This is an optimization exercise on Yosys and OpenROAD, whose aim is small area, not a production implementation. Function was checked by simulation only, so behaviour that the tests miss may differ from the original. Power figures rest on the tool's default switching activity, not on a simulated workload.

==> flow/design.v (excerpt) <==
module wd1797_core (
    input  wire        clk,
    input  wire        rst,           
    input  wire [6:0]  init_track,    
    input  wire        tick,          
    input  wire        rd,
    input  wire        wr,
    input  wire [2:0]  addr,
    input  wire [7:0]  wdata,
    output reg  [7:0]  rdata,
    input  wire        ready_in,      
    output wire [6:0]  med_cyl,
    output wire        med_side,
    output wire [12:0] med_pos,
    input  wire [7:0]  med_byte,
    output wire        intrq,
    output wire        drq,
    output wire        busy,
    output wire        hld,
    output wire        hlt,
    output wire        index_pulse,
    output wire        tg43,
    output wire        dirc,
    output wire        track00
);
Size in the first run: about 1200 cells after synthesis, roughly 9300 um2 of cells after synthesis.
Settings: LEC_CHECK=0, CAP_MARGIN=20, CORE_MARGIN=2, CORE_UTILIZATION=40, SLEW_MARGIN=20; clock period 10.0 ns.
standard.sh (not shown) runs the stock make flow with config.mk's settings and CLKGATE_MAP_FILE= SYNTH_SCRIPT=/design/flow/synth_recipe.tcl, a recipe that flattens the netlist after the stock synthesis.
==> flow/flow/run.sh <==
#!/bin/bash
# Standard ORFS flow with three changes:
#  1. the combinational logic of the standard synthesis is re-mapped for area
#     by ABC (flow/resyn.tcl); registers stay the very same cell instances;
#  2. ports are buffered with the smallest buffer (buf_1);
#  3. CTS does not add dummy loads to the clock tree.
set -euo pipefail
R=orfs/results/${FLOW_PLATFORM}/wd1797_core/base
bash standard.sh synth > 1_standard_synth.log 2>&1
cp $R/1_2_yosys.v standard_synth.v
RESYN_IN=$PWD/standard_synth.v RESYN_OUT=$PWD/$R/1_2_yosys.v \
RESYN_SCRIPT=$PWD/flow/area.abc RESYN_STUBS=$PWD/flow/seq_stubs.v \
  yosys -c flow/resyn.tcl > 2_resyn_yosys.log 2>&1
rm -f $R/1_synth.odb $R/1_synth.sdc
bash standard.sh \
  BUFFER_PORTS_ARGS="-buffer_cell sky130_fd_sc_hd__buf_1" \
  CTS_ARGS="-sink_clustering_enable -repair_clock_nets -dont_use_dummy_load" \
  finish > 3_standard_finish.log 2>&1
==> flow/flow/area.abc <==
strash
&get -n
&st
&dch -f
&nf -R 1000
&put
mfs2 -a
strash
&get -n
&st
&dch -f
&nf -R 1000
&put
==> flow/flow/resyn.tcl <==
# Re-map the combinational logic of the standard synthesis netlist for area.
# Flip-flops stay the very same cell instances (same names, same cell types).
yosys -import
set lib $::env(FLOW_HOME)/platforms/sky130hd/lib/sky130_fd_sc_hd__tt_025C_1v80.lib
set in  $::env(RESYN_IN)
set out $::env(RESYN_OUT)
set script $::env(RESYN_SCRIPT)
set seq {sky130_fd_sc_hd__dfxtp_1 sky130_fd_sc_hd__dfxtp_2 sky130_fd_sc_hd__dfxtp_4 sky130_fd_sc_hd__edfxtp_1}
# every sequential cell of the netlist must be one of the stubbed ones
foreach c [split [exec grep -o {sky130_fd_sc_hd__[a-z0-9_]*} $in | sort -u] "\n"] {
  if {[regexp {__(df|edf|dl|sdf|sedf)} $c] && [lsearch $seq $c] < 0} { error "unexpected sequential cell $c" }
}
read_liberty -ignore_miss_func $lib
foreach c $seq { delete $c }
read_verilog -lib $::env(RESYN_STUBS)
read_verilog $in
hierarchy -top $::env(FLOW_TOP)
flatten -noscopeinfo
# the cell models' internal wire names must not name nets of the design
yosys rename -hide w:*.*
opt_clean -purge
abc -script $script -liberty $lib -dont_use *lpflow* -dont_use *probe*
opt_clean -purge
# swap the cell models for plain liberty blackboxes before checking/writing
delete sky130_fd_sc_hd__*
read_liberty -lib $lib
hilomap -singleton -hicell sky130_fd_sc_hd__conb_1 HI -locell sky130_fd_sc_hd__conb_1 LO
insbuf -buf sky130_fd_sc_hd__buf_4 A X
splitnets
opt_clean -purge
stat -liberty $lib
check -assert
write_verilog -noattr -nohex -nodec $out
Other scripts of this flow, unchanged in this note and not shown: flow/flow/seq_stubs.v
Change:
--- a/flow/flow/run.sh
+++ b/flow/flow/run.sh
@@ -3 +3 @@
-#  1. the combinational logic of the standard synthesis is re-mapped for area
+#  1. the combinational logic of the standard synthesis is re-synthesized and re-mapped for area
@@ -6 +6 @@
-#  3. CTS does not add dummy loads to the clock tree.
+#  3. CTS does not add dummy loads to the clock tree and uses smaller clock buffers.
@@ -17 +17 @@
-  CTS_ARGS="-sink_clustering_enable -repair_clock_nets -dont_use_dummy_load" \
+  CTS_ARGS="-sink_clustering_enable -repair_clock_nets -dont_use_dummy_load -buf_list sky130_fd_sc_hd__clkbuf_8" \
--- a/flow/flow/area.abc
+++ b/flow/flow/area.abc
@@ -3 +3 @@
-&st
+&deepsyn -T 300
--- a/flow/flow/resyn.tcl
+++ b/flow/flow/resyn.tcl
@@ -11 +11 @@
-  if {[regexp {__(df|edf|dl|sdf|sedf)} $c] && [lsearch $seq $c] < 0} { error "unexpected sequential cell $c" }
+  if {[regexp {__(df[a-z]*p|edf[a-z]*|dl[xr][a-z]*|dlclkp|sdf[a-z]*|sedf[a-z]*)_} $c] && [lsearch $seq $c] < 0} { error "unexpected sequential cell $c" }
What happened:
- power falls by 16%
- sequential power shrinks by about 1%
- critical path depth does not change
- setup slack loses 0.35 ns
- first-iteration DRC count went down by 15%
- design area fell by 13%
- fmax decreases by 6.0%
- clock-buffer cell count does not change
- global-route usage goes down by 1.9 points
- combinational power drops by 25%
- synthesized area falls by 12%
Change:
--- a/flow/flow/run.sh
+++ b/flow/flow/run.sh
@@ -3 +3 @@
-#  1. the combinational logic of the standard synthesis is re-synthesized and re-mapped for area
+#  1. the combinational logic of the standard synthesis is re-mapped for area
@@ -6 +6 @@
-#  3. CTS does not add dummy loads to the clock tree and uses smaller clock buffers.
+#  3. CTS does not add dummy loads to the clock tree.
@@ -17 +17 @@
-  CTS_ARGS="-sink_clustering_enable -repair_clock_nets -dont_use_dummy_load -buf_list sky130_fd_sc_hd__clkbuf_8" \
+  CTS_ARGS="-sink_clustering_enable -repair_clock_nets -dont_use_dummy_load" \
--- a/flow/flow/area.abc
+++ b/flow/flow/area.abc
@@ -3 +3 @@
-&deepsyn -T 300
+&st
What happened:
- total power climbs by 20%
- utilization is higher by 0.79 points
- die area increases by 13%
- count of clock-buffer cells in the layout stays the same
- routed wire length came out higher by 20%

==> what the ideal ports hide <==
The flow's constraints put no driver on any port. The routed layouts listed below were extracted and timed again, unchanged, in two steps.
Step 1 sets driving cells, clkbuf_16 on the clock port and buf_2 on the other inputs (assumed; they add their load-dependent delay and slew).
Step 2, shift: input delay + t, output delay - t, t = (earliest + latest rising clock arrival at the registers) / 2. This alone moves slack from input paths to output paths.
Three values: no drivers, after step 1, after step 2; two values: the first two.
run | t, ns | setup WS [ns] | clock arrival spread, ns | worst slew at a driven data input, ns | pins driven straight from the clock port
the first run | 0.467 | 4.513 / 4.492 / 4.310 | 0.022 / 0.022 | 0.05 | 1
the second run | 0.498 | 4.163 / 4.124 / 4.124 | 0.032 / 0.032 | 0.05 | 1
the third run | 0.467 | 4.513 / 4.492 / 4.310 | 0.022 / 0.022 | 0.05 | 1
After both steps setup and hold are still met in every run listed.
